This is an optimization exercise on Yosys and OpenROAD, whose aim is small area, a short achievable clock period and few clock cycles, not a production implementation.
At most, simulation tests tie the RTL to the original design; equivalence was not proved.
Function not checked in runs 1 and 2: the RTL went through the layout flow alone.

`design/flow/design.v`:
```
module dani_deframer (
    input  wire         clk,
    input  wire         rst,            
    input  wire         cfg_proto,      
    input  wire [3:0]   cfg_ctrl_hi,    
    input  wire [7:0]   cfg_sq_code,    
    input  wire [27:0]  cfg_rsplen,     
    input  wire         in_valid,
    input  wire [7:0]   in_data,
    output wire         in_ready,
    output reg          out_valid,
    input  wire         out_ready,
    output wire [4:0]   out_len,        
    output wire [143:0] out_frame,      
    output wire [15:0]  out_drops       
);
    localparam BUFN = 18;
    reg              proto_q;
    reg [7:0]        sq_q;
    reg [8*BUFN-1:0] bufn_q;    
    wire [8*BUFN-1:0] buf_q = ~bufn_q;
    reg [4:0]        cnt_q;     
    reg              in_rdy_q;  
    reg [15:0]       drops_q;   
    reg              drop_q;    
    reg [4:0]        skip_q;    
    reg              sof0_q;    
    reg [BUFN-1:4]   omn_q;     
    reg              hd_drop;   
    reg              hd_cand;   
    reg [3:0]        hd_v;      
    reg [BUFN-1:4]   hd_ltn;    
    wire [BUFN-1:4]  hd_lt = ~hd_ltn;
    integer i;
    function [5:0] hdr_dec;     
        input [7:0] x0, x1, x2;
        input [1:0] p;
        reg         start, hdr, plaus;
        reg  [3:0]  n;
        begin
            if (!proto_q) begin
                start = (x0 == 8'hAA);
                hdr   = (p >= 2'd2);
                plaus = (x1[7:4] == cfg_ctrl_hi) && (x1[3:0] != 4'd0) && (x1[3:0] <= 4'd9);
                n     = x1[3:0];
            end else begin
                start = (x0[7:1] == 7'b1111101);
                hdr   = (p == 2'd3);
                plaus = 1'b1;
                n     = 4'd0;
                if (!x0[0]) begin
                    case (x2)
                        8'hF6: n = 4'd3;
                        8'hF3: n = 4'd1;
                        8'h83: n = 4'd2;
                        8'h9B: n = 4'd1;
                        8'h96: n = 4'd8;
                        8'h97: n = 4'd8;
                        default: begin
                            if (x2 != sq_q) plaus = 1'b0;
                        end
                    endcase
                end else begin
                    case (x2)
                        8'hF6: n = cfg_rsplen[3:0];
                        8'hF3: n = cfg_rsplen[7:4];
                        8'h83: n = cfg_rsplen[11:8];
                        8'h9B: n = cfg_rsplen[15:12];
                        8'h96: n = cfg_rsplen[19:16];
                        8'h97: n = cfg_rsplen[23:20];
                        default: n = (x2 == sq_q) ? cfg_rsplen[27:24] : 4'hF;
                    endcase
                    plaus = (n != 4'hF);
                end
            end
            hdr_dec = {((p != 2'd0) && !start) || (start && hdr && !plaus),
                       start && hdr && plaus, n};
        end
    endfunction
    wire [BUFN-1:0] lt_t = {hd_lt, 4'b1111};      
    reg  [BUFN-1:0] at_chk, at_eof;               
    reg  [7:0]      term [0:BUFN];
    reg  [7:0]      chk;
    reg             eof_ok;
    always @(*) begin
        chk    = 8'h00;
        eof_ok = 1'b0;
        for (i = 0; i < BUFN; i = i + 1) begin
            at_eof[i] = lt_t[i] && (i == BUFN - 1 || !lt_t[i+1]);
            at_chk[i] = proto_q ? at_eof[i] : (i < BUFN - 1 && lt_t[i+1] && (i == BUFN - 2 || !lt_t[i+2]));
            if (at_chk[i])
                chk = chk | buf_q[8*i +: 8];
            if (at_eof[i] && buf_q[8*i +: 8] == 8'h55)
                eof_ok = 1'b1;
            term[i] = lt_t[i] ? buf_q[8*i +: 8] : 8'h00;
        end
        term[0] = {1'b1, proto_q, 1'b1, proto_q, 1'b1, 1'b0, 1'b1, !proto_q || buf_q[0]};
        if (!proto_q) begin
            term[1] = 8'h00;
            term[3] = 8'h00;
        end
        term[BUFN] = ~{chk[6:0], 1'b0};
    end
    function [15:0] csa;        
        input [7:0] a, b, c;
        begin
            csa = {((a & b) | (a & c) | (b & c)) << 1, a ^ b ^ c};
        end
    endfunction
    wire [15:0] s1_0 = csa(term[0],  term[1],  term[2]);
    wire [15:0] s1_1 = csa(term[3],  term[4],  term[5]);
    wire [15:0] s1_2 = csa(term[6],  term[7],  term[8]);
    wire [15:0] s1_3 = csa(term[9],  term[10], term[11]);
    wire [15:0] s1_4 = csa(term[12], term[13], term[14]);
    wire [15:0] s1_5 = csa(term[15], term[16], term[17]);
    wire [15:0] s2_0 = csa(s1_0[7:0], s1_0[15:8], s1_1[7:0]);
    wire [15:0] s2_1 = csa(s1_1[15:8], s1_2[7:0], s1_2[15:8]);
    wire [15:0] s2_2 = csa(s1_3[7:0], s1_3[15:8], s1_4[7:0]);
    wire [15:0] s2_3 = csa(s1_4[15:8], s1_5[7:0], s1_5[15:8]);
    wire [15:0] s3_0 = csa(s2_0[7:0], s2_0[15:8], s2_1[7:0]);
    wire [15:0] s3_1 = csa(s2_1[15:8], s2_2[7:0], s2_2[15:8]);
    wire [15:0] s3_2 = csa(s2_3[7:0], s2_3[15:8], term[BUFN]);
    wire [15:0] s4_0 = csa(s3_0[7:0], s3_0[15:8], s3_1[7:0]);
    wire [15:0] s4_1 = csa(s3_1[15:8], s3_2[7:0], s3_2[15:8]);
    wire [15:0] s5_0 = csa(s4_0[7:0], s4_0[15:8], s4_1[7:0]);
    wire [15:0] s6_0 = csa(s5_0[7:0], s5_0[15:8], s4_1[15:8]);
    wire sum_ok = ((s6_0[7:0] ^ s6_0[15:8]) == 8'hFF);
    wire win_ok = sum_ok && (proto_q || (eof_ok && buf_q[31:27] == 5'd0));
    wire       skipping = (skip_q[4:1] != 4'd0);
    wire [4:0] hd_t     = {1'b0, hd_v} + (proto_q ? 5'd4 : 5'd5);    
    wire       complete = (cnt_q >= hd_t);
    wire       check    = !skipping && hd_cand && complete;
    wire       do_emit  = check && win_ok;
    wire       do_drop  = (!skipping && hd_drop) || (check && !win_ok);
    wire       rm_rdy   = skipping && out_valid;
    wire       rm_now   = skipping ? !out_valid : (hd_drop || (hd_cand && complete));
    wire       remove   = rm_now || (rm_rdy && out_ready);
    assign in_ready = in_rdy_q;
    wire   accept   = in_valid && in_rdy_q;
    wire [1:0] p0 = (cnt_q > 5'd2) ? 2'd3 : cnt_q[1:0];
    wire [1:0] p1 = (cnt_q > 5'd3) ? 2'd3 : (cnt_q == 5'd0) ? 2'd0 : cnt_q[1:0] - 2'd1;
    wire [5:0] dec0 = hdr_dec(buf_q[7:0],  buf_q[15:8],  buf_q[23:16], p0);
    wire [5:0] dec1 = hdr_dec(buf_q[15:8], buf_q[23:16], buf_q[31:24], p1);
    wire [5:0] dec  = remove ? dec1 : dec0;
    reg [BUFN-1:4] dec_lt;
    always @(*)
        for (i = 4; i < BUFN; i = i + 1)
            dec_lt[i] = proto_q ? ({1'b0, dec[3:0]} >= i - 3) : ({1'b0, dec[3:0]} >= i - 4);
    reg [BUFN-1:0] ld_in, en;
    always @(*) begin
        for (i = 0; i < BUFN; i = i + 1) begin
            ld_in[i] = (i + 1 >= cnt_q);
            en[i]    = (rm_now || (i >= cnt_q)) || (rm_rdy && out_ready);
        end
    end
    assign out_frame[7:0] = {1'b1, proto_q, 1'b1, proto_q, 1'b1, 1'b0, 1'b1, sof0_q};
    genvar g;
    generate
        for (g = 1; g < 4; g = g + 1) begin : g_out_lo
            assign out_frame[8*g +: 8] = buf_q[8*(g-1) +: 8];
        end
        for (g = 4; g < BUFN; g = g + 1) begin : g_out
            assign out_frame[8*g +: 8] = ~(bufn_q[8*(g-1) +: 8] | {8{omn_q[g]}});
        end
    endgenerate
    assign out_len   = skip_q;
    assign out_drops = drops_q;
    always @(posedge clk) begin
        proto_q  <= cfg_proto;
        sq_q     <= cfg_sq_code;
        for (i = 0; i < BUFN; i = i + 1)
            if (en[i])
                bufn_q[8*i +: 8] <= (ld_in[i] || i == BUFN - 1) ? ~in_data : bufn_q[8*(i+1) +: 8];
        hd_v  <= dec[3:0];
        hd_ltn <= ~dec_lt;
        if (!out_valid) omn_q <= hd_ltn;
        if (do_emit) sof0_q <= buf_q[0];
        if (rst) begin
            cnt_q     <= 5'd0;
            in_rdy_q  <= 1'b1;
            drops_q   <= 16'd0;
            drop_q    <= 1'b0;
            skip_q    <= 5'd0;
            out_valid <= 1'b0;
            hd_drop   <= 1'b0;
            hd_cand   <= 1'b0;
        end else begin
            case ({remove, accept})
                2'b10:   cnt_q <= cnt_q - 5'd1;
                2'b01:   cnt_q <= cnt_q + 5'd1;
                default: cnt_q <= cnt_q;
            endcase
            in_rdy_q <= !(((cnt_q == BUFN[4:0]) || (cnt_q == BUFN[4:0] - 5'd1 && accept)) && !remove);
            hd_drop <= dec[5];
            hd_cand <= dec[4];
            if (skipping) begin
                if (remove) skip_q <= skip_q - 5'd1;
            end else if (do_emit) begin
                skip_q <= hd_t;
            end
            drop_q <= do_drop;
            if (drop_q) begin
                if (drops_q != 16'hFFFF) drops_q <= drops_q + 16'd1;
            end else if (out_valid && out_ready) begin
                drops_q <= 16'd0;
            end
            if (do_emit)
                out_valid <= 1'b1;
            else if (out_ready)
                out_valid <= 1'b0;
        end
    end
endmodule
```
`design/flow/flow/run.sh`:
```
#!/bin/bash
# Standard layout, except that the port buffers are the small
# sky130_fd_sc_hd__buf_1 instead of the cell buffer_ports picks by itself.
set -euo pipefail
export BUFFER_PORTS_ARGS="-buffer_cell sky130_fd_sc_hd__buf_1"
bash standard.sh > standard.log 2>&1
```
`design/flow/standard.sh`:
```
#!/bin/bash
# synth_recipe.tcl (not shown) runs the flow's synth.tcl, then flattens the netlist and writes it again
# the make line also repeats each setting of config.mk as NAME=value (left out here)
make -C /OpenROAD-flow-scripts/flow DESIGN_CONFIG=/design/flow/config.mk WORK_HOME=/design/flow/orfs CLKGATE_MAP_FILE= SYNTH_SCRIPT=/design/flow/synth_recipe.tcl "${@:-finish}"
```
`design/flow/config.mk`:
```
export PLATFORM = sky130hd
export DESIGN_NAME = dani_deframer
export DESIGN_NICKNAME = dani_deframer
export VERILOG_FILES = /design/flow/design.v
export SDC_FILE = /design/flow/constraint.sdc
export NUM_CORES = 4
export LEC_CHECK = 0
export CAP_MARGIN = 20
export CELL_PAD_IN_SITES_DETAIL_PLACEMENT = 2
export CELL_PAD_IN_SITES_GLOBAL_PLACEMENT = 2
export CORE_MARGIN = 2
export CORE_UTILIZATION = 30
export CTS_CLUSTER_DIAMETER = 100
export CTS_CLUSTER_SIZE = 22
export PLACE_DENSITY = 0.5
export SLEW_MARGIN = 20
```
`design/flow/constraint.sdc`:
```
create_clock -name core_clock -period 28.0 [get_ports {clk}]
set_input_delay 5.6000 -clock core_clock [delete_from_list [all_inputs] [get_ports {clk}]]
set_output_delay 5.6000 -clock core_clock [all_outputs]
set_load 0.01 [all_outputs]
```
==> metrics list, run 1 <==
* Run status: timing/DRC/antenna clean
- Synth unique cells: 79
- After detailed routing, the number of remaining DRC violations is 0.
- The count of nets left with antenna violations once routing finished came out at 0.
- The share of synthesized area in the top cell type comes to 30.8%.
* Worst-margin pin slew: 1.08 ns
- Top delay family on crit path: simple AND/OR/NAND/NOR gates
- After synthesis the netlist holds a flip-flop and latch count of 217.
- Critical path origin: out_ready
- WP data required: 28.42 ns
* Cells on worst reg2reg path: 20
- Cts bufs inserted: 15
- Post-CTS sizing: 0
- The via count of the first global-routing pass was 14798.
- Slack of the worst reg-to-reg path: 20.38 ns
- Worst setup path class: input pin to register
- The pre-antenna-repair detailed-routing pass consisted of 5 iterations.
- After detailed routing, the total wire length is 73000 microns.
- Biggest area contributors in the synthesized netlist: sky130_fd_sc_hd__edfxtp_1 (31%), sky130_fd_sc_hd__fa_1 (13%), sky130_fd_sc_hd__nor2_1 (8.9%)
- STA classifies the critical path startpoint as an input pin.
- Mean number of vias per cell: 5.51
- Routability Congestion: 0.882
- I/O pin cnt: 220
- The most used flip-flop cell after synthesis is sky130_fd_sc_hd__edfxtp_1.
- In the finished design, the share of the clock period the worst path needs comes to 29.2%.
- Cell at the root of the clock tree: sky130_fd_sc_hd__clkbuf_16
- Overall die area: 53500 sq um
- The critical path crosses 11 cells after its start point.
- Mean cell area of the mapped netlist: 8.94 sq um
- Number of sinks handled by clock tree synthesis: 217
* Core region area: 51200 sq um
- Syn Std Cell Area: 15500 sq um
- Number of hold-slack violations in the final timing report: 0
- Source-to-sink clock delay at the later pin of the worst-skew pair: 0.54 ns
- After the first detailed-routing iteration, the DRC count stood at 935.
- Rel. slew slack: 27.4%
* Slowest stage cell, crit path: sky130_fd_sc_hd__or4b_2
- Horizontal die dimension: 231 microns
* Final-stage net count: 2067
- Number of max-cap violations: 0
- The routed design could run at a clock period as short as 8.18 ns.
- Ranked by instance count, the synthesized netlist is headed by sky130_fd_sc_hd__nor2_1 (369), sky130_fd_sc_hd__edfxtp_1 (159), sky130_fd_sc_hd__inv_1 (132), sky130_fd_sc_hd__a21oi_1 (116), sky130_fd_sc_hd__nand2_1 (105).
* Post-place setup slack: 19.26 ns
- Once layout is done, the placed cells without fillers occupy 17500 sq um.
* Tightest Hold Check Type: register to register
- Sequential area share after synthesis: 38.3%
- Detailed placement ended at an HPWL of 54900 microns.
* Library cell with the largest summed area after synthesis: sky130_fd_sc_hd__edfxtp_1
- The count of final max-slew check failures is 0.
- In the post-route analysis, the smallest setup slack over all paths is 19.82 ns.
- Detailed routing inserted a total of 14205 vias.
- Setup violations remaining at the end of the flow were counted as 0.
* End of the worst register-to-register path: skip_q[1]
- Gr ovfl total: 0
- Post-CTS timing repair inserted 0 buffers for setup.
- # rows: 83
* DIE HEIGHT: 231 microns
* Number of placed instances with taps included: 2551
- The number of antenna violations at the first check in global routing is 2.
* Area delta synth->final: 12.6%
- Crit-path most repeated cell: sky130_fd_sc_hd__nor2_1
- Last element of the critical path: cnt_q[4]
- In this run the tool buffered the top-level ports with 214 buffer cells.
- The critical path goes through buf_1, nor2_1, nand2_1, and2_1, inv_1, buf_4, ha_1, or4b_2, a21oi_1, xnor2_1, nor2_1.
* Final Core Density: 34.1%
* Overall track demand over capacity in global routing: 27.0%
* Initial standard-cell utilization of the core: 30.3%
- Along the worst path, the maximum fanout reaches 14.
- H-tree level count: 1
- Number of synthesized flops with an enable pin: 159
- Post-synthesis async set-or-reset flop share: 0%
* Maximum number of pins on one net before global-route repair: 38
- For this run, the top clock speed supported by timing is 122 MHz.
* Fin Clk Skew: 0.0493 ns
* TritonCTS clock tree: built
- Clock-pin slew was measured on the worst setup and hold paths at 0.09 ns.
- For the worst setup path, the data arrival time is 8.60 ns.
- Yosys printed 7 warnings.
- Most common cell in the synthesized netlist: sky130_fd_sc_hd__nor2_1
- The longest clock path from root to sink contains 3 buffers.
- Hold Slack: 0.520 ns
- Of the cells placed in the final design, the portion with a size suffix greater than 1 is 5.64%.
- Placed inst area: 16900 sq um
- Critical path buffer and inverter count: 3
* Final antenna diode count: 0
* Worst hold path cell count: 2
- Routed len/inst: 28.3 microns
- Setup repair after global routing missed its margin: no
- Final cell count without fillers: 2577
- Worst reg2reg startpoint: proto_q
- In this run, post-CTS hold repair placed 0 buffers.
- Setup total negative slack on the finished layout was measured at 0 ns.
- Longest individual stage delay on the worst path: 0.62 ns
- Kind of end point of the critical path: register
* First-pass GRT wire length: 105000 microns
- Synthesis produced a netlist whose cell count is 1735.
[layer usage]
metal	share of wire, %	track usage (%)	vias to the layer above
li1	-	-	6285
met1	47	38.3	7414
met2	46	42.9	405
met3	4.8	3.67	99
met4	2.8	7.62	2
met5	0.011	0	-
[final cells by class]
cell class,count,area (sq um)
fill,5812,33700
sequential,217,5940
timing repair buffer,244,1030
clock buffer,18,387
multi-input combinational,1274,8650
inverter,136,510
tap,680,851
clock inverter,8,81.3
[state kept, by name, indices dropped and copies added (netlist names)]
signal,count
cnt_q,5
hd_v,4
omn_q,14
proto_q,1
hd_ltn,14
hd_cand,1
out_valid,1
sof0_q,1
drops_q,16
skip_q,5
sq_q,8
in_rdy_q,1
drop_q,1
bufn_q,144
hd_drop,1
[layout by cell type, fill, tap and decap left out, types with 29 or more instances in the layout]
cell                       count
sky130_fd_sc_hd__edfxtp_1    159
sky130_fd_sc_hd__buf_4        30
sky130_fd_sc_hd__dfxtp_1      57
sky130_fd_sc_hd__buf_1       211
sky130_fd_sc_hd__xnor2_1      49
sky130_fd_sc_hd__fa_1         98
sky130_fd_sc_hd__nor2_1      369
sky130_fd_sc_hd__nand2_1     105
sky130_fd_sc_hd__o21ai_0      71
sky130_fd_sc_hd__inv_1       131
sky130_fd_sc_hd__xor2_1       29
sky130_fd_sc_hd__a21oi_1     114
sky130_fd_sc_hd__nand3_1      38
sky130_fd_sc_hd__nor4_1       29
sky130_fd_sc_hd__o22ai_1      51
[worst min-delay path, cell delays in order (launching register included)]
cell and delay [ns]:
sky130_fd_sc_hd__dfxtp_1 0.34, sky130_fd_sc_hd__o21ai_0 0.08, sky130_fd_sc_hd__a21oi_1 0.06
[worst min path at each step]
stage | endpoint | startpoint | slack [ns]
after floorplan | omn_q[5] | hd_ltn[5] | 0.40
after CTS | drops_q[5] | drops_q[5] | 0.53
after detailed placement | drops_q[5] | drops_q[5] | 0.52
after global placement | drops_q[5] | drops_q[5] | 0.49
after global routing | drops_q[7] | drops_q[7] | 0.56
final | drops_q[5] | drops_q[5] | 0.52
[cells by family after synthesis]
logic type               count (synthesis)  share of synthesized area, %
AO/OA/AOI/OAI                          347                          13.7
other                                    2                        0.0484
adder cells (fa/ha/maj)                126                          14.9
AND/OR/NAND/NOR                        706                          21.4
flip-flops                             217                          38.3
buffers and inverters                  247                          6.34
multiplexers                            11                         0.767
XOR/XNOR                                79                          4.55
==> inputs of run 2 (changes only) <==
--- a/design/flow/design.v
+++ b/design/flow/design.v
@@ -18,5 +18,6 @@
     reg              proto_q;
-    reg [7:0]        sq_q;
-    reg [8*BUFN-1:0] bufn_q;    
-    wire [8*BUFN-1:0] buf_q = ~bufn_q;
+    reg              pn_q;      
+    localparam [8*BUFN-1:0] INV = {{(8*BUFN-24){1'b1}}, 24'd0};
+    reg [8*BUFN-1:0] bufs_q;
+    wire [8*BUFN-1:0] buf_q = bufs_q ^ INV;
     reg [4:0]        cnt_q;     
@@ -25,2 +26,3 @@
     reg              drop_q;    
+    reg              taken_q;   
     reg [4:0]        skip_q;    
@@ -31,6 +33,6 @@
     reg [3:0]        hd_v;      
-    reg [BUFN-1:4]   hd_ltn;    
+    reg  [BUFN-1:4]  hd_ltn;    
     wire [BUFN-1:4]  hd_lt = ~hd_ltn;
     integer i;
-    function [5:0] hdr_dec;     
+    function [BUFN+1:0] hdr_dec;    
         input [7:0] x0, x1, x2;
@@ -39,2 +41,4 @@
         reg  [3:0]  n;
+        reg  [BUFN-1:4] lt;
+        integer     k;
         begin
@@ -59,3 +63,3 @@
                         default: begin
-                            if (x2 != sq_q) plaus = 1'b0;
+                            if (x2 != cfg_sq_code) plaus = 1'b0;
                         end
@@ -70,3 +74,3 @@
                         8'h97: n = cfg_rsplen[23:20];
-                        default: n = (x2 == sq_q) ? cfg_rsplen[27:24] : 4'hF;
+                        default: n = (x2 == cfg_sq_code) ? cfg_rsplen[27:24] : 4'hF;
                     endcase
@@ -75,4 +79,6 @@
             end
+            for (k = 4; k < BUFN; k = k + 1)
+                lt[k] = pn_q ? ({1'b0, n} >= k - 4) : ({1'b0, n} >= k - 3);
             hdr_dec = {((p != 2'd0) && !start) || (start && hdr && !plaus),
-                       start && hdr && plaus, n};
+                       start && hdr && plaus, n, lt};
         end
@@ -88,4 +94,4 @@
         for (i = 0; i < BUFN; i = i + 1) begin
-            at_eof[i] = lt_t[i] && (i == BUFN - 1 || !lt_t[i+1]);
-            at_chk[i] = proto_q ? at_eof[i] : (i < BUFN - 1 && lt_t[i+1] && (i == BUFN - 2 || !lt_t[i+2]));
+            at_chk[i] = (i >= 3) && ({1'b0, hd_v} == i - 3);
+            at_eof[i] = (i >= 4) && ({1'b0, hd_v} == i - 4);
             if (at_chk[i])
@@ -96,4 +102,4 @@
         end
-        term[0] = {1'b1, proto_q, 1'b1, proto_q, 1'b1, 1'b0, 1'b1, !proto_q || buf_q[0]};
-        if (!proto_q) begin
+        term[0] = {1'b1, !pn_q, 1'b1, !pn_q, 1'b1, 1'b0, 1'b1, pn_q || buf_q[0]};
+        if (pn_q) begin
             term[1] = 8'h00;
@@ -141,9 +147,5 @@
     wire [1:0] p1 = (cnt_q > 5'd3) ? 2'd3 : (cnt_q == 5'd0) ? 2'd0 : cnt_q[1:0] - 2'd1;
-    wire [5:0] dec0 = hdr_dec(buf_q[7:0],  buf_q[15:8],  buf_q[23:16], p0);
-    wire [5:0] dec1 = hdr_dec(buf_q[15:8], buf_q[23:16], buf_q[31:24], p1);
-    wire [5:0] dec  = remove ? dec1 : dec0;
-    reg [BUFN-1:4] dec_lt;
-    always @(*)
-        for (i = 4; i < BUFN; i = i + 1)
-            dec_lt[i] = proto_q ? ({1'b0, dec[3:0]} >= i - 3) : ({1'b0, dec[3:0]} >= i - 4);
+    wire [BUFN+1:0] dec0 = hdr_dec(buf_q[7:0],  buf_q[15:8],  buf_q[23:16], p0);
+    wire [BUFN+1:0] dec1 = hdr_dec(buf_q[15:8], buf_q[23:16], buf_q[31:24], p1);
+    wire [BUFN+1:0] dec  = (rm_now || rm_rdy) ? dec1 : dec0;
     reg [BUFN-1:0] ld_in, en;
@@ -159,6 +161,6 @@
         for (g = 1; g < 4; g = g + 1) begin : g_out_lo
-            assign out_frame[8*g +: 8] = buf_q[8*(g-1) +: 8];
+            assign out_frame[8*g +: 8] = bufs_q[8*(g-1) +: 8];
         end
         for (g = 4; g < BUFN; g = g + 1) begin : g_out
-            assign out_frame[8*g +: 8] = ~(bufn_q[8*(g-1) +: 8] | {8{omn_q[g]}});
+            assign out_frame[8*g +: 8] = ~(bufs_q[8*(g-1) +: 8] | {8{omn_q[g]}});
         end
@@ -169,8 +171,8 @@
         proto_q  <= cfg_proto;
-        sq_q     <= cfg_sq_code;
+        pn_q     <= !cfg_proto;
         for (i = 0; i < BUFN; i = i + 1)
             if (en[i])
-                bufn_q[8*i +: 8] <= (ld_in[i] || i == BUFN - 1) ? ~in_data : bufn_q[8*(i+1) +: 8];
-        hd_v  <= dec[3:0];
-        hd_ltn <= ~dec_lt;
+                bufs_q[8*i +: 8] <= ((ld_in[i] || i == BUFN - 1) ? in_data : buf_q[8*((i+1)%BUFN) +: 8]) ^ INV[8*i +: 8];
+        hd_v  <= dec[BUFN-1:BUFN-4];
+        hd_ltn <= ~dec[BUFN-5:0];
         if (!out_valid) omn_q <= hd_ltn;
@@ -182,2 +184,3 @@
             drop_q    <= 1'b0;
+            taken_q   <= 1'b0;
             skip_q    <= 5'd0;
@@ -187,12 +190,8 @@
         end else begin
-            case ({remove, accept})
-                2'b10:   cnt_q <= cnt_q - 5'd1;
-                2'b01:   cnt_q <= cnt_q + 5'd1;
-                default: cnt_q <= cnt_q;
-            endcase
+            cnt_q    <= cnt_q + {{4{remove && !accept}}, remove ^ accept};
             in_rdy_q <= !(((cnt_q == BUFN[4:0]) || (cnt_q == BUFN[4:0] - 5'd1 && accept)) && !remove);
-            hd_drop <= dec[5];
-            hd_cand <= dec[4];
+            hd_drop <= dec[BUFN+1];
+            hd_cand <= dec[BUFN];
             if (skipping) begin
-                if (remove) skip_q <= skip_q - 5'd1;
+                if (rm_now || out_ready) skip_q <= skip_q - 5'd1;
             end else if (do_emit) begin
@@ -203,5 +202,6 @@
                 if (drops_q != 16'hFFFF) drops_q <= drops_q + 16'd1;
-            end else if (out_valid && out_ready) begin
+            end else if (taken_q) begin
                 drops_q <= 16'd0;
             end
+            taken_q <= out_valid && out_ready;
             if (do_emit)
--- a/design/flow/config.mk
+++ b/design/flow/config.mk
@@ -12,5 +12,5 @@
 export CORE_UTILIZATION = 30
-export CTS_CLUSTER_DIAMETER = 100
-export CTS_CLUSTER_SIZE = 22
+export CTS_CLUSTER_DIAMETER = 120
+export CTS_CLUSTER_SIZE = 26
 export PLACE_DENSITY = 0.5
-export SLEW_MARGIN = 20
+export SLEW_MARGIN = 50
==> run 2 against run 1 <==
  * First-iteration DRC count decreased by 8.3%
  * Worst hold slack got worse by 0.016 ns
  * Final area grew 0.19%
  * Cell count down 0.50%
  * Critical path depth is 2 lower
  * Synthesized cell count increased by 0.81%
  * Register-to-register slack gained 0.57 ns
  * Highest routed layer is now met4
==> metrics list, run 2 <==
* Commonest cells in the synthesized netlist: sky130_fd_sc_hd__nor2_1 (307), sky130_fd_sc_hd__nand2_1 (165), sky130_fd_sc_hd__edfxtp_1 (159), sky130_fd_sc_hd__o21ai_0 (121), sky130_fd_sc_hd__inv_1 (117)
- Source-to-sink clock delay at the later pin of the worst-skew pair: 0.53 ns
- In this run the worst path has a maximum fanout of 5.
- Layout cell share with drive strength beyond 1: 7.09%
- The final layout contains routed wiring with a total length of 76900 microns.
* Number of max-cap violations: 0
- Counting the buffers created by CTS gives 13.
- Once the floorplan was initialized, standard cells occupied 30.2% of the core.
* Sequential area share after synthesis: 36.8%
* Slack of the worst reg-to-reg path: 20.95 ns
- Synthesis inferred 211 register bits.
- Cells on worst reg2reg path: 19
* Rel. slew slack: 49.4%
- Pin placement for this block handled 220 I/O pins.
* Run status: timing/DRC/antenna clean
* Critical path origin: cfg_sq_code[5]
- 1st-pass router iterations: 5
* Most frequent standard cell in the layout excluding fill and tap cells: sky130_fd_sc_hd__nor2_1
- The count of final max-slew check failures is 0.
* Area delta synth->final: 10.6%
- Yosys top cell area share: 30.2%
- The signal on the critical path passes through buf_1, xor2_1, nand4_1, or2_2, or3_1, a311oi_1, a21oi_1, or2_1, o32ai_1.
- Horizontal die dimension: 234 microns
- Static timing analysis puts the maximum clock frequency at 132 MHz.
* Final antenna diode count: 0
* Syn Std Cell Area: 15800 sq um
- The worst register-to-register path ends at skip_q[4].
- The number of endpoints with negative hold slack in the final report was 0.
- The die covers 54500 sq um.
- Core region area: 52300 sq um
* Gr ovfl total: 0
- Post-synthesis async set-or-reset flop share: 0%
- # rows: 84
- Highest-count cells in the layout ignoring fill and taps: sky130_fd_sc_hd__nor2_1 (307), sky130_fd_sc_hd__buf_1 (212), sky130_fd_sc_hd__nand2_1 (165), sky130_fd_sc_hd__edfxtp_1 (159), sky130_fd_sc_hd__o21ai_0 (119)
* Startpoint type of the worst setup path: input pin
- Post-CTS sizing: 0
- Worst setup path class: input pin to register
* Final period utilization: 27.1%
- Entering global routing, the biggest net connects 34 pins.
- The register with the most flip-flops in the layout has 144 of them.
- Most common cell in the synthesized netlist: sky130_fd_sc_hd__nor2_1
- Summed over all nets, the half-perimeter wirelength after detailed placement is 58800 microns.
- Cell at the root of the clock tree: sky130_fd_sc_hd__clkbuf_16
- Register bank with the most flops: bufs_q
- In the routed design, unresolved DRC markers number 0.
- The clock arrives with 0.0328 ns of skew.
* Mean number of vias per cell: 5.48
* Final Core Density: 33.4%
* Slowest stage cell, crit path: sky130_fd_sc_hd__or2_2
- Longest individual stage delay on the worst path: 0.39 ns
- Post-Synthesis Cells: 1749
- Final non-filler cell area: 17500 sq um
* Number of synthesized flops with an enable pin: 159
- Quantity of I/O buffers inserted on ports: 214
- H-tree level count: 1
* Mean cell area of the mapped netlist: 9.04 sq um
- TritonCTS built the clock tree.
- Top delay family on crit path: simple AND/OR/NAND/NOR gates
- Hold bufs inserted after CTS: 0
* WP data required: 28.39 ns
- Setup violations remaining at the end of the flow were counted as 0.
* Kind of end point of the critical path: register
* Routability Congestion: 0.935
* Fillcell total: 5960
* Post CTS Setup Buffer Count: 0
- The Yosys step of the flow raised 2 warnings.
- Worst reg2reg startpoint: hd_ltn[9]
- Largest registers: bufs_q x144, drops_q x16
- The first global-routing pass estimated 110000 microns of wire.
* Worst-margin pin slew: 0.758 ns
* Critical path buffer and inverter count: 1
- Setup repair after global routing missed its margin: no
- DIE HEIGHT: 234 microns
- Placed inst area: 17100 sq um
- After the last flow step, the layout net total stands at 2052.
- Number of routed nets with antenna violations: 0
- Routed len/inst: 30.0 microns
* First DRT Iteration DRCs: 857
* Library cell with the largest summed area after synthesis: sky130_fd_sc_hd__edfxtp_1
- Minimum clock period after layout: 7.58 ns
- The number of antenna violations at the first check in global routing is 1.
- Setup total negative slack: 0 ns
- Synth unique cells: 83
* Hold Slack: 0.504 ns
- CTS saw 211 sinks.
- Maximum clock insertion buffer count: 3
- Tightest Hold Check Type: register to register
* Overall track demand over capacity in global routing: 28.2%
- Biggest area contributors in the synthesized netlist: sky130_fd_sc_hd__edfxtp_1 (30%), sky130_fd_sc_hd__fa_1 (13%), sky130_fd_sc_hd__nor2_1 (7.3%)
- For the worst setup path, the data arrival time is 7.98 ns.
* Clock slew at the register clock pins of the worst setup and hold paths: 0.10 ns
* Via count of the first global-routing pass: 14958
* Via count: 14056
* Most common flop cell mapped by yosys: sky130_fd_sc_hd__edfxtp_1
- Last element of the critical path: hd_ltn[4]
- Counting buffers and inverters, the worst setup path is 9 cells deep.
[run 2: changes by cell type in the layout (fill, tap and decap cells not counted), moves of 15 or more]
cell                      previous run  this run
sky130_fd_sc_hd__nand2_1           105       165
sky130_fd_sc_hd__a31oi_1            25         6
sky130_fd_sc_hd__nor4_1             29         9
sky130_fd_sc_hd__o21ai_0            71       119
sky130_fd_sc_hd__a21oi_1           114        71
sky130_fd_sc_hd__nand4_1            10        28
sky130_fd_sc_hd__nor2_1            369       307
sky130_fd_sc_hd__nand3_1            38        23
[run 2: area by class of cell]
| type | count | area, sq um | share of cell area [%] |
|---|---|---|---|
| well taps | 688 | 861 | 4.92 |
| multi-input cells | 1280 | 8910 | 51.0 |
| clock buffers | 14 | 329 | 1.88 |
| clock inverters | 6 | 61.3 | 0.351 |
| repair buffers | 246 | 1050 | 6.01 |
| inverters | 119 | 447 | 2.55 |
| flip-flops and latches | 211 | 5820 | 33.3 |
[run 2: worst min path at each step]
| stage | from | end | slack [ns] | depth (start not counted) |
|---|---|---|---|---|
| floorplan | hd_ltn[10] | omn_q[10] | 0.40 | 0 |
| finish | out_valid | taken_q | 0.50 | 2 |
| CTS | out_valid | taken_q | 0.52 | 2 |
| detailed placement | out_valid | taken_q | 0.50 | 2 |
| global placement | skip_q[3] | skip_q[3] | 0.49 | 2 |
| global route | skip_q[3] | skip_q[3] | 0.54 | 2 |
[run 2: stage by stage]
stage          setup slack [ns]  cells
2_1_floorplan             20.03   1752
3_3_place_gp              19.83   2543
3_5_place_dp              19.94   2543
4_1_cts                   20.44   2563
5_1_grt                   20.18   2564
6_report                  20.42   2564
[run 2: routing by layer]
metal  GRT usage (%)  share of wire, %  up-vias
met3            2.71               3.7       82
met1            36.1                42     7406
li1                -                 -     6235
met2            50.5                51      333
met4            7.93               3.0        0
met5               0                 0        -
[run 2: kinds of logic after synthesis]
logic type | Yosys count | share of synthesized area (%)
AND/OR/NAND/NOR | 693 | 20.7
AO/OA/AOI/OAI | 347 | 13.7
buffers and inverters | 261 | 7.22
flip-flops | 211 | 36.8
adder cells (fa/ha/maj) | 128 | 14.8
XOR/XNOR | 79 | 4.51
multiplexers | 28 | 2.18
other | 2 | 0.0475
[run 2: worst reg2reg max path, cell delays in order, from the launching register on]
cell,delay [ns]
sky130_fd_sc_hd__dfxtp_1,0.82
sky130_fd_sc_hd__nor2_1,0.21
sky130_fd_sc_hd__fa_1,0.59
sky130_fd_sc_hd__inv_1,0.06
sky130_fd_sc_hd__fa_1,0.57
sky130_fd_sc_hd__fa_1,0.45
sky130_fd_sc_hd__fa_1,0.50
sky130_fd_sc_hd__inv_1,0.06
sky130_fd_sc_hd__fa_1,0.53
sky130_fd_sc_hd__inv_1,0.05
sky130_fd_sc_hd__fa_1,0.46
sky130_fd_sc_hd__xor2_1,0.24
sky130_fd_sc_hd__xnor2_1,0.16
sky130_fd_sc_hd__xnor2_1,0.14
sky130_fd_sc_hd__xnor3_1,0.43
sky130_fd_sc_hd__xnor2_1,0.42
sky130_fd_sc_hd__xnor2_2,0.28
sky130_fd_sc_hd__a41oi_4,0.29
sky130_fd_sc_hd__or4b_1,0.58
sky130_fd_sc_hd__a21oi_1,0.15
==> inputs of run 3 (changes only) <==
--- a/design/flow/design.v
+++ b/design/flow/design.v
@@ -33,6 +33,9 @@
     reg [3:0]        hd_v;      
-    reg  [BUFN-1:4]  hd_ltn;    
-    wire [BUFN-1:4]  hd_lt = ~hd_ltn;
+    reg  [BUFN-1:4]  hd_lt;     
+    integer j;
+    always @(*)
+        for (j = 4; j < BUFN; j = j + 1)
+            hd_lt[j] = pn_q ? ({1'b0, hd_v} >= j - 4) : ({1'b0, hd_v} >= j - 3);
     integer i;
-    function [BUFN+1:0] hdr_dec;    
+    function [5:0] hdr_dec;     
         input [7:0] x0, x1, x2;
@@ -41,4 +44,2 @@
         reg  [3:0]  n;
-        reg  [BUFN-1:4] lt;
-        integer     k;
         begin
@@ -79,6 +80,4 @@
             end
-            for (k = 4; k < BUFN; k = k + 1)
-                lt[k] = pn_q ? ({1'b0, n} >= k - 4) : ({1'b0, n} >= k - 3);
             hdr_dec = {((p != 2'd0) && !start) || (start && hdr && !plaus),
-                       start && hdr && plaus, n, lt};
+                       start && hdr && plaus, n};
         end
@@ -147,5 +146,5 @@
     wire [1:0] p1 = (cnt_q > 5'd3) ? 2'd3 : (cnt_q == 5'd0) ? 2'd0 : cnt_q[1:0] - 2'd1;
-    wire [BUFN+1:0] dec0 = hdr_dec(buf_q[7:0],  buf_q[15:8],  buf_q[23:16], p0);
-    wire [BUFN+1:0] dec1 = hdr_dec(buf_q[15:8], buf_q[23:16], buf_q[31:24], p1);
-    wire [BUFN+1:0] dec  = (rm_now || rm_rdy) ? dec1 : dec0;
+    wire [5:0] dec0 = hdr_dec(buf_q[7:0],  buf_q[15:8],  buf_q[23:16], p0);
+    wire [5:0] dec1 = hdr_dec(buf_q[15:8], buf_q[23:16], buf_q[31:24], p1);
+    wire [5:0] dec  = (rm_now || rm_rdy) ? dec1 : dec0;
     reg [BUFN-1:0] ld_in, en;
@@ -175,5 +174,4 @@
                 bufs_q[8*i +: 8] <= ((ld_in[i] || i == BUFN - 1) ? in_data : buf_q[8*((i+1)%BUFN) +: 8]) ^ INV[8*i +: 8];
-        hd_v  <= dec[BUFN-1:BUFN-4];
-        hd_ltn <= ~dec[BUFN-5:0];
-        if (!out_valid) omn_q <= hd_ltn;
+        hd_v  <= dec[3:0];
+        if (!out_valid) omn_q <= ~hd_lt;
         if (do_emit) sof0_q <= buf_q[0];
@@ -192,4 +190,4 @@
             in_rdy_q <= !(((cnt_q == BUFN[4:0]) || (cnt_q == BUFN[4:0] - 5'd1 && accept)) && !remove);
-            hd_drop <= dec[BUFN+1];
-            hd_cand <= dec[BUFN];
+            hd_drop <= dec[5];
+            hd_cand <= dec[4];
             if (skipping) begin
--- a/design/flow/config.mk
+++ b/design/flow/config.mk
@@ -11,6 +11,6 @@
 export CORE_MARGIN = 2
-export CORE_UTILIZATION = 30
+export CORE_UTILIZATION = 45
 export CTS_CLUSTER_DIAMETER = 120
 export CTS_CLUSTER_SIZE = 26
-export PLACE_DENSITY = 0.5
+export PLACE_DENSITY = 0.65
 export SLEW_MARGIN = 50
==> run 3 against run 2 <==
  * Worst setup slack worse by 0.25 ns
  * Global-route usage grew 11 points
  * Worst hold slack gained 0.016 ns
  * Via count about the same
  * Die area fell by 36%
  * Highest routed layer is now met5
  * Sequential cell count fell by 14
  * Non-clock buffer count down 11
  * Clock skew fell by 0.015 ns
==> metrics list, run 3 <==
- The first global-routing pass estimated 101000 microns of wire.
- Clock slew at the register clock pins of the worst setup and hold paths: 0.08 ns
* Minimum clock period after layout: 7.83 ns
- From left edge to right edge, the die measures 187 microns.
* Most common flop cell mapped by yosys: sky130_fd_sc_hd__edfxtp_1
- Sequential area share after synthesis: 36.6%
- TritonCTS clock tree: built
- Once the floorplan was initialized, standard cells occupied 45.4% of the core.
- Once detailed placement completed, the half-perimeter wirelength came to 48700 microns.
- Syn Std Cell Area: 15100 sq um
* Source-to-sink clock delay at the later pin of the worst-skew pair: 0.49 ns
- Highest-count cells in the layout ignoring fill and taps: sky130_fd_sc_hd__nor2_1 (306), sky130_fd_sc_hd__buf_1 (212), sky130_fd_sc_hd__edfxtp_1 (159), sky130_fd_sc_hd__nand2_1 (153), sky130_fd_sc_hd__o21ai_0 (121)
- Number of placed instances with taps included: 2207
* Final period utilization: 28.0%
- In the final routed layout, each cell accounts on average for 30.2 microns.
- Post-Synthesis Cells: 1651
* Quantity of I/O buffers inserted on ports: 214
- H-tree level count: 4
- Setup repair after global routing left no endpoint under its margin.
- CP cell instances: buf_1, nand2b_1, o21ai_2, buf_4, inv_1, ha_1, inv_1, ha_1, inv_1, fa_1, inv_1, a21o_1, a21oi_1, xnor2_1, nor2_1
- Once placement finished, the instance area stood at 16000 sq um.
- For this design, the CTS-stage hold fixing added 0 buffers.
* Most common cell in the synthesized netlist: sky130_fd_sc_hd__nor2_1
- The path class of the tightest hold or removal check is register to register.
* Overall track demand over capacity in global routing: 38.8%
- Maximum clock frequency: 128 MHz
- Number of max-cap violations: 0
- After synthesis, the share of flip-flops with an asynchronous set or reset is 0%.
* Final non-filler cell area: 16700 sq um
- Maximum clock insertion buffer count: 2
- For this run, the slowest stage of the critical path takes 0.44 ns.
- Commonest cells in the synthesized netlist: sky130_fd_sc_hd__nor2_1 (307), sky130_fd_sc_hd__edfxtp_1 (159), sky130_fd_sc_hd__nand2_1 (153), sky130_fd_sc_hd__o21ai_0 (123), sky130_fd_sc_hd__inv_1 (110)
- Antenna violations before repair: 1
- Via count: 14064
- Maximum number of pins on one net before global-route repair: 41
- In this run the biggest area consumer among cell types represents 31.6% of the synthesized area.
- Worst-margin pin slew: 0.719 ns
* Top delay family on crit path: adder cells
- Final-stage net count: 1960
* Startpoint type of the worst setup path: input pin
- Gr ovfl total: 0
- First DRT Iteration DRCs: 1238
* # rows: 67
- Critical path buffer and inverter count: 6
* Area delta synth->final: 10.6%
* Fin Clk Skew: 0.0174 ns
* Largest registers: bufs_q x144, drops_q x16, omn_q x14
- After clock tree synthesis, the setup repair step added 0 buffers.
- Synth unique cells: 82
- Number of hold-slack violations in the final timing report: 0
- Final antenna diode count: 0
- Warning count from the yosys run: 2
- Mean number of vias per cell: 6.28
- The critical path is of the input pin to register type.
- Number of sinks handled by clock tree synthesis: 197
- The library cell used most frequently in the layout, excluding fill and tap cells, is sky130_fd_sc_hd__nor2_1.
- Cells with a size suffix above 1 make up 7.14% of the layout.
* Cts bufs inserted: 17
* Total of endpoints with negative setup slack in the final report: 0
* Number of max-slew violations in the final report: 0
- 1st-pass router iterations: 5
- The flow ran to the end and the layout has no timing, DRC or antenna violations.
* WP data required: 28.36 ns
- The biggest area contributor in the post-synthesis netlist is sky130_fd_sc_hd__edfxtp_1.
* Number of synthesized flops with an enable pin: 159
- I/O pin cnt: 220
* Kind of end point of the critical path: register
* Overall die area: 35000 sq um
- Top fanout value on the critical path: 20
- Biggest area contributors in the synthesized netlist: sky130_fd_sc_hd__edfxtp_1 (32%), sky130_fd_sc_hd__fa_1 (13%), sky130_fd_sc_hd__nor2_1 (7.6%)
- Max FFs per register: 144
- Arrival time of data at the critical path endpoint: 8.19 ns
- In this run the remaining antenna-violating nets after routing total 0.
- After detailed routing, the number of remaining DRC violations is 0.
- bufs_q holds more flip-flops than any other register.
- DIE HEIGHT: 187 microns
* Post-CTS sizing: 0
- A synthesized cell averages 9.15 sq um.
- FF+latch count, synth: 197
- Setup total negative slack: 0 ns
- Routability Congestion: 0.955
* Crit-path most repeated cell: sky130_fd_sc_hd__inv_1
- Final cell count without fillers: 2240
- The via count of the first global-routing pass was 15262.
- Cell at the root of the clock tree: sky130_fd_sc_hd__clkbuf_16
- The core region is 33300 sq um.
- Post-detailed-routing wire length: 67600 microns
- On the critical path, the stage with the largest delay is an instance of sky130_fd_sc_hd__fa_1.
- Rel. slew slack: 51.9%
[run 3: cell count changes after synthesis, moves of 8 or more]
| cell | change |
|---|---|
| sky130_fd_sc_hd__a21oi_1 | -14 |
| sky130_fd_sc_hd__dfxtp_1 | -14 |
| sky130_fd_sc_hd__buf_2 | -13 |
| sky130_fd_sc_hd__a211oi_1 | -12 |
| sky130_fd_sc_hd__nand2_1 | -12 |
| sky130_fd_sc_hd__or2_2 | -9 |
| sky130_fd_sc_hd__xnor2_1 | -9 |
| sky130_fd_sc_hd__a211o_1 | -8 |
| sky130_fd_sc_hd__o21ai_1 | +8 |
[run 3: cell type report]
| cell class | count | area (sq um) |
|---|---|---|
| fillers | 3640 | 16600 |
| multi-input cells | 1217 | 8610 |
| flip-flops and latches | 197 | 5540 |
| repair buffers | 235 | 966 |
| well taps | 448 | 561 |
| clock buffers | 17 | 425 |
| inverters | 111 | 417 |
| clock inverters | 15 | 194 |
[run 3: stage by stage]
stage / worst slack [ns] / util, % / hold WS [ns]
after floorplan: 20.01 / - / 0.429
after global placement: 20.03 / 48.1 / 0.476
after detailed placement: 19.73 / 48.2 / 0.508
after CTS: 20.13 / 50.1 / 0.516
after global routing: 19.95 / 50.2 / 0.529
final: 20.17 / 50.2 / 0.520
[run 3: kinds of logic (layout without fill, tap and decap cells)]
group | Yosys count | count (layout) | share of synthesized area [%]
compound gates | 305 | 305 | 12.5
xor+xnor | 79 | 79 | 4.96
fa+ha+maj | 128 | 128 | 15.5
buf+inv | 240 | 378 | 7.02
flops | 197 | 197 | 36.6
mux | 28 | 28 | 2.10
other cells | 2 | 5 | 0.0497
simple gates | 672 | 672 | 21.2
[run 3: worst paths after layout]
check / cells after the start / endpoint / startpoint / slack [ns]
worst max-delay path: 15 / cnt_q[4] / out_ready / 20.17
worst min-delay path: 2 / drop_q / hd_drop / 0.52
worst max register to register: 22 / out_valid / hd_v[1] / 20.26
worst min register to register: 2 / drop_q / hd_drop / 0.52
[run 3: per-layer routing]
layer | global-route usage [%] | wire [microns]
met1 | 48.5 | 26800
met2 | 65.6 | 33100
met3 | 5.59 | 4480
met4 | 19.7 | 3330
met5 | 0 | 13
[run 3: tightest hold or removal path, stage by stage, from the launching register on]
cell                       delay, ns
sky130_fd_sc_hd__dfxtp_1        0.32
sky130_fd_sc_hd__inv_1          0.05
sky130_fd_sc_hd__a211oi_1       0.09
Testbench counts of run 3, summed over its fixed seeds: cycles 32,298.
==> inputs of run 4 (changes only) <==
--- a/design/flow/config.mk
+++ b/design/flow/config.mk
@@ -11,6 +11,6 @@
 export CORE_MARGIN = 2
-export CORE_UTILIZATION = 45
+export CORE_UTILIZATION = 30
 export CTS_CLUSTER_DIAMETER = 120
 export CTS_CLUSTER_SIZE = 26
-export PLACE_DENSITY = 0.65
-export SLEW_MARGIN = 50
+export PLACE_DENSITY = 0.5
+export SLEW_MARGIN = 20
==> run 4 against run 3 <==
  * Largest cell class unchanged
  * Worst setup slack got worse by 0.16 ns
  * Critical endpoint is now sof0_q
  * Non-clock buffer count up 4
  * Still clean on timing, DRC and antenna
  * Synthesized area is the same
  * Maximum frequency shrank 2.0%
  * Register-to-register slack got worse by 0.25 ns
==> metrics list, run 4 <==
- Run status: timing/DRC/antenna clean
- Worst setup path class: register to register
- Routed len/inst: 27.9 microns
- Area delta synth->final: 12.2%
* Warning count from the yosys run: 2
- 1st-pass router iterations: 5
- Counting along the longest clock path gives a buffer depth of 2.
* Cts bufs inserted: 17
- The library cell used most frequently in the layout, excluding fill and tap cells, is sky130_fd_sc_hd__nor2_1.
* Kind of end point of the critical path: register
* Mean cell area of the mapped netlist: 9.15 sq um
- Highest layer used for signal routing: met4
- Gr ovfl total: 0
- STA classifies the critical path startpoint as a register.
- Layout cell share with drive strength beyond 1: 6.74%
- Overall track demand over capacity in global routing: 26.7%
- Mean number of vias per cell: 5.37
* Arrival time of data at the critical path endpoint: 8.12 ns
* WP data required: 28.13 ns
- Cell at the root of the clock tree: sky130_fd_sc_hd__clkbuf_16
- Post-CTS sizing: 0
- In this run the post-CTS setup repair buffer count came out at 0.
- At the pin with the least slew margin, the transition time is 1.12 ns.
- Critical path origin: hd_v[1]
* DIE HEIGHT: 228 microns
- Rel. slew slack: 24.9%
- The H-tree was split into 4 levels.
- The via count of the first global-routing pass is 14432.
* Number of routed nets with antenna violations: 0
- For this configuration, the core starts out at a cell density of 30.2%.
- The initialized floorplan defines 82 standard-cell rows.
- Highest-count cells in the layout ignoring fill and taps: sky130_fd_sc_hd__nor2_1 (307), sky130_fd_sc_hd__buf_1 (212), sky130_fd_sc_hd__edfxtp_1 (159), sky130_fd_sc_hd__nand2_1 (153), sky130_fd_sc_hd__o21ai_0 (121)
- Setup violations remaining at the end of the flow were counted as 0.
- In the routed design, unresolved DRC markers number 0.
- The worst path needs 7.99 ns of the cycle, external delays included.
- Post-Synthesis Cells: 1651
* Maximum clock frequency: 125 MHz
- Max-cap violations in this run came to 0.
- Quantity of I/O buffers inserted on ports: 214
- Across the whole layout, storage elements account for 5540 sq um.
* Library cell with the largest summed area after synthesis: sky130_fd_sc_hd__edfxtp_1
* Last element of the critical path: sof0_q
- After synthesis the netlist holds a flip-flop and latch count of 197.
- The synthesized design devotes to its leading area cell type 31.6% of total area.
- Commonest cells in the synthesized netlist: sky130_fd_sc_hd__nor2_1 (307), sky130_fd_sc_hd__edfxtp_1 (159), sky130_fd_sc_hd__nand2_1 (153), sky130_fd_sc_hd__o21ai_0 (123), sky130_fd_sc_hd__inv_1 (110)
- End of the worst register-to-register path: sof0_q
- TritonCTS built the clock tree.
- Number of hold-slack violations in the final timing report: 0
* Max FFs per register: 144
- Final-stage net count: 1964
- Detailed routing placed a total of 2010 microns of wire on met3.
- Summing the sequential cell areas from Yosys gives 36.6% of the chip area.
- Most common cell in the synthesized netlist: sky130_fd_sc_hd__nor2_1
- Tightest Hold Check Type: register to register
- The routed layout has 13253 vias.
* Setup repair after global routing missed its margin: no
- Post-synthesis async set-or-reset flop share: 0%
- Among all flip-flop cells after synthesis, the most frequent one is sky130_fd_sc_hd__edfxtp_1.
- Counting flops per register, the top entry is bufs_q.
- The startpoint identified for the worst hold timing path is out_valid.
* Core region area: 50000 sq um
- The die is 228 microns wide.
* Worst reg2reg startpoint: hd_v[1]
- On the final layout, the worst clock skew is 0.0114 ns.
- I/O pin cnt: 220
- Number of sinks handled by clock tree synthesis: 197
- The worst path uses 28.5% of the clock period.
- The congestion estimate from routability-driven global placement came to 0.863.
- Sum of met2 wire segment lengths after detailed routing: 34700 microns
* Hold bufs inserted after CTS: 0
* Post-route met1 wirelength: 31000 microns
- In the final layout, the multi-input gates occupy 8560 sq um.
- Top fanout value on the critical path: 20
* Hold Slack: 0.486 ns
* Maximum number of pins on one net before global-route repair: 41
- Yosys mapped a number of flops with a built-in enable equal to 159.
- Sorting the synthesized cells by area gives the leading types as sky130_fd_sc_hd__edfxtp_1 (32%), sky130_fd_sc_hd__fa_1 (13%), sky130_fd_sc_hd__nor2_1 (7.6%).
- The worst register-to-register path has a depth of 20.
- Overall die area: 52200 sq um
* Number of max-slew violations in the final report: 0
- Setup total negative slack: 0 ns
* Placed wire-length estimate: 51900 microns
- At the later pin of the worst-skew pair, clock insertion delay measures 0.50 ns.
- The filler cells instantiated in the layout total 5682.
- Largest registers: bufs_q x144, drops_q x16, omn_q x14
* Clock slew at the register clock pins of the worst setup and hold paths: 0.08 ns
- The number of antenna violations at the first check in global routing is 2.
* First-pass GRT wire length: 102000 microns
* Slack of the worst reg-to-reg path: 20.01 ns
- First DRT Iteration DRCs: 786
* Post-detailed-routing wire length: 68900 microns
- The number of different library cells used by synthesis comes to 82.
- The cell area that synthesis handed to floorplanning was 15100 sq um.
run 4: cell counts after synthesis:
Identical to the previous run, type by type.
run 4: logic make-up (layout without fill, tap and decap cells):
kind of cell,after synthesis,in the layout,share of synthesized area (%)
simple gates,672,672,21.2
compound gates,305,305,12.5
buf+inv,240,382,7.02
flops,197,197,36.6
fa+ha+maj,128,128,15.5
xor+xnor,79,79,4.96
mux,28,28,2.10
other cells,2,7,0.0497
run 4: area by class of cell:
type	instances	share of cell area, %
Inverter	111	2.46
Antenna cell	2	0.0295
Timing Repair Buffer	239	5.86
Clock inverter	13	0.864
Tap cell	672	4.96
Multi-Input combinational cell	1217	50.5
Clock buffer	19	2.61
Sequential cell	197	32.7
run 4: worst max-delay path, stage by stage, from the launching register on:
cell and delay (ns):
sky130_fd_sc_hd__dfxtp_1 0.48, sky130_fd_sc_hd__buf_4 0.32, sky130_fd_sc_hd__or3_1 0.42, sky130_fd_sc_hd__nor3_1 0.80, sky130_fd_sc_hd__nor2_1 0.15, sky130_fd_sc_hd__fa_1 0.55
sky130_fd_sc_hd__inv_1 0.05, sky130_fd_sc_hd__fa_1 0.47, sky130_fd_sc_hd__fa_1 0.54, sky130_fd_sc_hd__fa_1 0.59, sky130_fd_sc_hd__inv_1 0.07, sky130_fd_sc_hd__fa_1 0.53
sky130_fd_sc_hd__inv_1 0.05, sky130_fd_sc_hd__fa_1 0.43, sky130_fd_sc_hd__xor2_1 0.17, sky130_fd_sc_hd__xnor2_1 0.19, sky130_fd_sc_hd__xnor2_1 0.16, sky130_fd_sc_hd__xnor3_1 0.35
sky130_fd_sc_hd__xnor3_1 0.21, sky130_fd_sc_hd__xor3_2 0.54, sky130_fd_sc_hd__nor4_1 0.54
run 4: per-stage QoR:
stage | utilization, % | area, sq um | setup slack (ns) | instances
final | 33.9 | 16900 | 20.01 | 2470
after global routing | 33.9 | 16900 | 19.64 | 2469
after CTS | 33.9 | 16900 | 20.00 | 2468
after detailed placement | 32.7 | 16300 | 19.61 | 2436
after global placement | 32.7 | 16300 | 19.66 | 2436
after floorplan | - | 15100 | 20.01 | 1654
run 4: worst min-delay path by stage:
| stage | endpoint | slack, ns | cells past startpoint |
|---|---|---|---|
| 2_1_floorplan | drop_q | 0.43 | 2 |
| 3_3_place_gp | taken_q | 0.48 | 2 |
| 3_5_place_dp | taken_q | 0.48 | 2 |
| 4_1_cts | taken_q | 0.50 | 2 |
| 5_1_grt | taken_q | 0.51 | 2 |
| 6_report | taken_q | 0.49 | 2 |
run 4: layer usage:
| layer | up-vias | global-route usage [%] |
|---|---|---|
| met5 | - | 0 |
| met4 | 0 | 6.41 |
| met3 | 59 | 3.48 |
| met2 | 278 | 46.3 |
| met1 | 7008 | 35.2 |
| li1 | 5908 | - |
==> inputs of run 5 (changes only) <==
--- a/design/flow/config.mk
+++ b/design/flow/config.mk
@@ -15,2 +15,2 @@
 export PLACE_DENSITY = 0.5
-export SLEW_MARGIN = 20
+export SLEW_MARGIN = 40
==> run 5 against run 4 <==
  * Cell count hardly changed
  * Worst setup slack improved by 0.26 ns
  * Final area about the same
  * Wire length down 0.45%
  * Highest routed layer unchanged
  * Still clean on timing, DRC and antenna
  * Maximum frequency increased by 3.4%
  * Count of clock-buffer cells in the layout decreased by 1
==> metrics list, run 5 <==
* Run status: timing/DRC/antenna clean
* Slowest stage cell, crit path: sky130_fd_sc_hd__nor4_1
- For this run, the slowest stage of the critical path takes 0.62 ns.
- Post-CTS sizing: 0
- The detailed router placed 13234 vias in this run.
- The number of different library cells used by synthesis comes to 82.
- Setup violations remaining at the end of the flow were counted as 0.
* Setup repair after global routing missed its margin: no
- Max FFs per register: 144
- Hold bufs inserted after CTS: 0
- Worst-margin pin slew: 0.875 ns
- The later pin in the worst-skew pair is clocked with a latency of 0.50 ns.
- The tightest hold path in the finished design has a slack of 0.486 ns.
- Maximum clock frequency: 129 MHz
* Top fanout value on the critical path: 20
- Clock tree synthesis found a total of 197 sinks.
* Maximum clock insertion buffer count: 2
* Kind of end point of the critical path: register
* Top delay family on crit path: adder cells
- Layout cell share with drive strength beyond 1: 6.96%
- Overall die area: 52200 sq um
- Clock slew at the register clock pins of the worst setup and hold paths: 0.08 ns
- After synthesis the netlist holds a flip-flop and latch count of 197.
- Biggest area contributors in the synthesized netlist: sky130_fd_sc_hd__edfxtp_1 (32%), sky130_fd_sc_hd__fa_1 (13%), sky130_fd_sc_hd__nor2_1 (7.6%)
* Number of hold-slack violations in the final timing report: 0
- The critical path is of the register to register type.
- Register bank with the most flops: bufs_q
* Number of synthesized flops with an enable pin: 159
* Routability Congestion: 0.863
- Counting flops with an async set or reset pin after synthesis yields a share of 0%.
* Initial standard-cell utilization of the core: 30.2%
- Detailed placement ended at an HPWL of 52200 microns.
- DRC Markers: 0
- Rel. slew slack: 41.4%
* Mean number of vias per cell: 5.36
- Warning count from the yosys run: 2
* Area delta synth->final: 12.3%
* Number of max-slew violations in the final report: 0
- For this run, the post-layout net count is 1965.
- The largest registers in the layout are bufs_q x144, drops_q x16, omn_q x14.
* Critical path buffer and inverter count: 4
- On the final layout, the worst clock skew is 0.0159 ns.
- The number of clock buffers added by TritonCTS is 17.
- Mean cell area of the mapped netlist: 9.15 sq um
- Yosys top cell area share: 31.6%
* Post-detailed-routing wire length: 68600 microns
- WP data required: 28.14 ns
- Core region area: 50000 sq um
- The most common cell in the synthesized netlist is sky130_fd_sc_hd__nor2_1.
- Routed len/inst: 27.8 microns
* Final period utilization: 27.6%
* H-tree level count: 4
- In this run the vertical extent of the chip is 228 microns.
- From left edge to right edge, the die measures 228 microns.
* Crit-path most repeated cell: sky130_fd_sc_hd__fa_1
- After synthesis the cells add up to 15100 sq um.
- Antenna violations before repair: 0
- In this run, the number of DRC markers left after iteration 0 of detailed routing was 752.
- Sequential area share after synthesis: 36.6%
* Quantity of I/O buffers inserted on ports: 214
- Cell at the root of the clock tree: sky130_fd_sc_hd__clkbuf_16
- 1st-pass router iterations: 5
- Final antenna diode count: 0
* Maximum number of pins on one net before global-route repair: 41
- Most frequent standard cell in the layout excluding fill and tap cells: sky130_fd_sc_hd__nor2_1
- Most common flop cell mapped by yosys: sky130_fd_sc_hd__edfxtp_1
* Setup total negative slack: 0 ns
* Post-Synthesis Cells: 1651
* Startpoint type of the worst setup path: register
- Gr ovfl total: 0
- Global routing used 26.8% of the available tracks across all layers.
- In the layout the commonest cells are sky130_fd_sc_hd__nor2_1 (307), sky130_fd_sc_hd__buf_1 (212), sky130_fd_sc_hd__edfxtp_1 (159), sky130_fd_sc_hd__nand2_1 (153), sky130_fd_sc_hd__o21ai_0 (121).
- In this run the worst hold path is classified as register to register.
- Ranked by instance count, the synthesized netlist is headed by sky130_fd_sc_hd__nor2_1 (307), sky130_fd_sc_hd__edfxtp_1 (159), sky130_fd_sc_hd__nand2_1 (153), sky130_fd_sc_hd__o21ai_0 (123), sky130_fd_sc_hd__inv_1 (110).
- The floorplan has 82 rows.
* Number of max-cap violations: 0
* Library cell with the largest summed area after synthesis: sky130_fd_sc_hd__edfxtp_1
- TritonCTS clock tree: built
- Post CTS Setup Buffer Count: 0
* Number of routed nets with antenna violations: 0
- I/O pin cnt: 220
- First-pass GRT wire length: 102000 microns
* Via count of the first global-routing pass: 14412
* Arrival time of data at the critical path endpoint: 7.87 ns
- The critical path goes through buf_4, or3_1, nor3_2, nor2_1, fa_1, inv_1, fa_1, fa_1, fa_1, inv_1, fa_1, inv_1, fa_1, xor2_1, xnor2_1, xnor2_1, xnor3_1, xnor3_1, xor3_2, nor4_1.
- The worst path in the final design needs a cycle of 7.73 ns, including I/O delays and setup.
==> run 5: layer usage <==
metal	GRT usage (%)	up-vias	routed length, microns
met4	7.35	0	1460
li1	-	5913	-
met2	46.5	261	34500
met5	0	-	0
met1	35.0	6993	30700
met3	3.38	67	2020
==> run 5: worst paths after layout <==
path / to / slack [ns] / startpoint / cells past startpoint
max: sof0_q / 20.27 / hd_v[1] / 20
min: taken_q / 0.49 / out_valid / 2
max reg2reg: sof0_q / 20.27 / hd_v[1] / 20
min reg2reg: taken_q / 0.49 / out_valid / 2
==> run 5: cell type report <==
type | count | area (sq um)
Fill cell | 5684 | 33000
Multi-Input combinational cell | 1217 | 8570
Sequential cell | 197 | 5540
Timing Repair Buffer | 240 | 1010
Tap cell | 672 | 841
Clock buffer | 18 | 439
Inverter | 111 | 417
Clock inverter | 14 | 144
==> run 5: tightest hold or removal path, stage by stage (launching register included) <==
cell,delay [ns]
sky130_fd_sc_hd__dfxtp_1,0.34
sky130_fd_sc_hd__nand2_1,0.08
sky130_fd_sc_hd__nor2_1,0.03
==> run 5: per-stage QoR <==
stage               util, %  std cells  setup WS, ns  cell area (sq um)
floorplan                 -       1654         20.01              15100
global placement       32.7       2436         19.66              16300
detailed placement     32.8       2437         19.96              16400
CTS                    33.9       2469         20.29              17000
global route           33.9       2469         19.91              17000
finish                 33.9       2469         20.27              17000
==> run 5: cell families after synthesis <==
group           count (synthesis)  share of synthesized area [%]
xor+xnor                       79                           4.96
fa+ha+maj                     128                           15.5
compound gates                305                           12.5
buf+inv                       240                           7.02
flops                         197                           36.6
mux                            28                           2.10
simple gates                  672                           21.2
other cells                     2                         0.0497
==> inputs of run 6 (changes only) <==
--- a/design/flow/config.mk
+++ b/design/flow/config.mk
@@ -15,2 +15,2 @@
 export PLACE_DENSITY = 0.5
-export SLEW_MARGIN = 40
+export SLEW_MARGIN = 60
==> run 6 against run 5 <==
  * Non-clock buffer count rose by 9
  * Worst hold slack better by 0.0011 ns
  * First-iteration DRC count up 1.1%
  * Register-to-register slack improved by 0.21 ns
  * Synthesized area unchanged
  * Die area unchanged
  * Count of clock-buffer cells in the layout grew 2
  * Core utilization grew 0.40 points
  * Wire length rose by 0.45%
==> metrics list, run 6 <==
- The flow ran to the end and the layout has no timing, DRC or antenna violations.
- Summed over all nets, the half-perimeter wirelength after detailed placement is 52300 microns.
* Post CTS Setup Buffer Count: 0
- After detailed routing, the number of remaining DRC violations is 0.
- TritonCTS built the clock tree.
* Dominant combinational cell family by area after synthesis: simple AND/OR/NAND/NOR gates
- The die covers 52200 sq um.
* Post-Synthesis Cells: 1651
* Post-route met1 wirelength: 31300 microns
- The first global-routing pass estimated 101000 microns of wire.
* Number of hold-slack violations in the final timing report: 0
- At the end of the flow, the number of nets in the layout was 1974.
- The share of the Yosys chip area taken by registers is 36.6%.
- After routing the design area is 17200 sq um.
- Via count of the first global-routing pass: 14299
* Syn Std Cell Area: 15100 sq um
- Worst-margin pin slew: 0.653 ns
- Overall track demand over capacity in global routing: 26.7%
- Cts bufs inserted: 17
* Post-CTS sizing: 0
* 1st-pass router iterations: 4
* # rows: 82
- Hold is met by 0.487 ns.
* I/O pin cnt: 220
- The largest registers in the layout are bufs_q x144, drops_q x16, omn_q x14.
- Maximum clock frequency: 133 MHz
* Routed len/inst: 27.8 microns
- Initial standard-cell utilization of the core: 30.2%
- Total of endpoints with negative setup slack in the final report: 0
- Fraction of the mapped netlist area in adder cells: 15.5%
- Across all layers, the routed design uses 13243 vias.
- After detailed routing, the number of vias per cell comes to 5.34.
## run 6: routing by layer
layer	GRT usage, %	up-vias
met2	46.3	232
met5	0	-
met3	3.07	63
met4	7.07	0
met1	35.2	7015
li1	-	5933
## run 6: cells by family after synthesis
logic type	Yosys count
AO/OA/AOI/OAI	305
multiplexers	28
XOR/XNOR	79
adder cells (fa/ha/maj)	128
other	2
AND/OR/NAND/NOR	672
flip-flops	197
buffers and inverters	240
## run 6: area by class of cell
class | instances | area (sq um) | area share, %
Antenna cell | 1 | 2.50 | 0.0146
Clock buffer | 20 | 447 | 2.60
Clock inverter | 12 | 143 | 0.831
Inverter | 111 | 417 | 2.43
Multi-Input combinational cell | 1217 | 8680 | 50.6
Sequential cell | 197 | 5540 | 32.3
Tap cell | 672 | 841 | 4.90
Timing Repair Buffer | 249 | 1090 | 6.37
## run 6: through the flow
| step | util (%) | worst slack (ns) | cells |
|---|---|---|---|
| 5_1_grt | 34.3 | 20.14 | 2479 |
| 6_report | 34.3 | 20.48 | 2479 |
| 3_5_place_dp | 33.0 | 20.14 | 2443 |
| 4_1_cts | 34.2 | 20.45 | 2475 |
| 3_3_place_gp | 32.7 | 19.66 | 2436 |
| 2_1_floorplan | - | 20.01 | 1654 |
## run 6: path summary, 6_finish.rpt
| kind | cells past startpoint | endpoint | slack [ns] | from |
|---|---|---|---|---|
| worst max-delay path | 22 | skip_q[0] | 20.48 | hd_v[1] |
| worst min-delay path | 2 | taken_q | 0.49 | out_valid |
| worst max register to register | 22 | skip_q[0] | 20.48 | hd_v[1] |
| worst min register to register | 2 | taken_q | 0.49 | out_valid |
## run 6: critical path, stage by stage (launching register included)
cell	delay, ns
sky130_fd_sc_hd__dfxtp_1	0.49
sky130_fd_sc_hd__buf_4	0.33
sky130_fd_sc_hd__or3_1	0.46
sky130_fd_sc_hd__a21oi_2	0.45
sky130_fd_sc_hd__nor2_1	0.11
sky130_fd_sc_hd__fa_1	0.54
sky130_fd_sc_hd__inv_1	0.07
sky130_fd_sc_hd__fa_1	0.53
sky130_fd_sc_hd__fa_1	0.45
sky130_fd_sc_hd__fa_1	0.57
sky130_fd_sc_hd__inv_1	0.06
sky130_fd_sc_hd__fa_1	0.53
sky130_fd_sc_hd__inv_1	0.05
sky130_fd_sc_hd__fa_1	0.43
sky130_fd_sc_hd__xor2_1	0.17
sky130_fd_sc_hd__xnor2_1	0.20
sky130_fd_sc_hd__xnor2_1	0.16
sky130_fd_sc_hd__xnor3_1	0.35
sky130_fd_sc_hd__xnor3_1	0.21
sky130_fd_sc_hd__xor3_2	0.55
sky130_fd_sc_hd__o31a_1	0.42
sky130_fd_sc_hd__a21oi_1	0.17
sky130_fd_sc_hd__a21oi_1	0.08

[afterwards: timing with drivers on the ports]
In the flow no input, the clock included, has a driving cell. The finished layouts below were timed again as built, in two steps. Step 1 sets driving cells, clkbuf_16 on the clock port and buf_2 on the other inputs (assumed; they add their load-dependent delay and slew). Step 2, shift: input delay + t, output delay - t, t = (earliest + latest rising clock arrival at the registers) / 2. This alone moves slack from input paths to output paths. Slacks: no drivers / after step 1 / after step 2; pairs: no drivers / after step 1.
| run | t, ns | setup slack, ns | pins driven straight from the clock port |
|---|---|---|---|
| run 1 | 0.577 | 19.819 / 19.839 / 19.262 | 1 |
| run 2 | 0.577 | 20.417 / 20.460 / 19.883 | 1 |
| run 3 | 0.538 | 20.171 / 20.204 / 19.666 | 1 |
| run 4 | 0.560 | 20.010 / 20.010 / 19.622 | 1 |
| run 5 | 0.558 | 20.271 / 20.271 / 19.999 | 1 |
| run 6 | 0.550 | 20.484 / 20.484 / 20.159 | 1 |
After both steps every run listed still meets setup and hold. The setup slack of run 1, which loses most, moves by +0.020 ns with the drivers and by -0.557 ns with both steps.
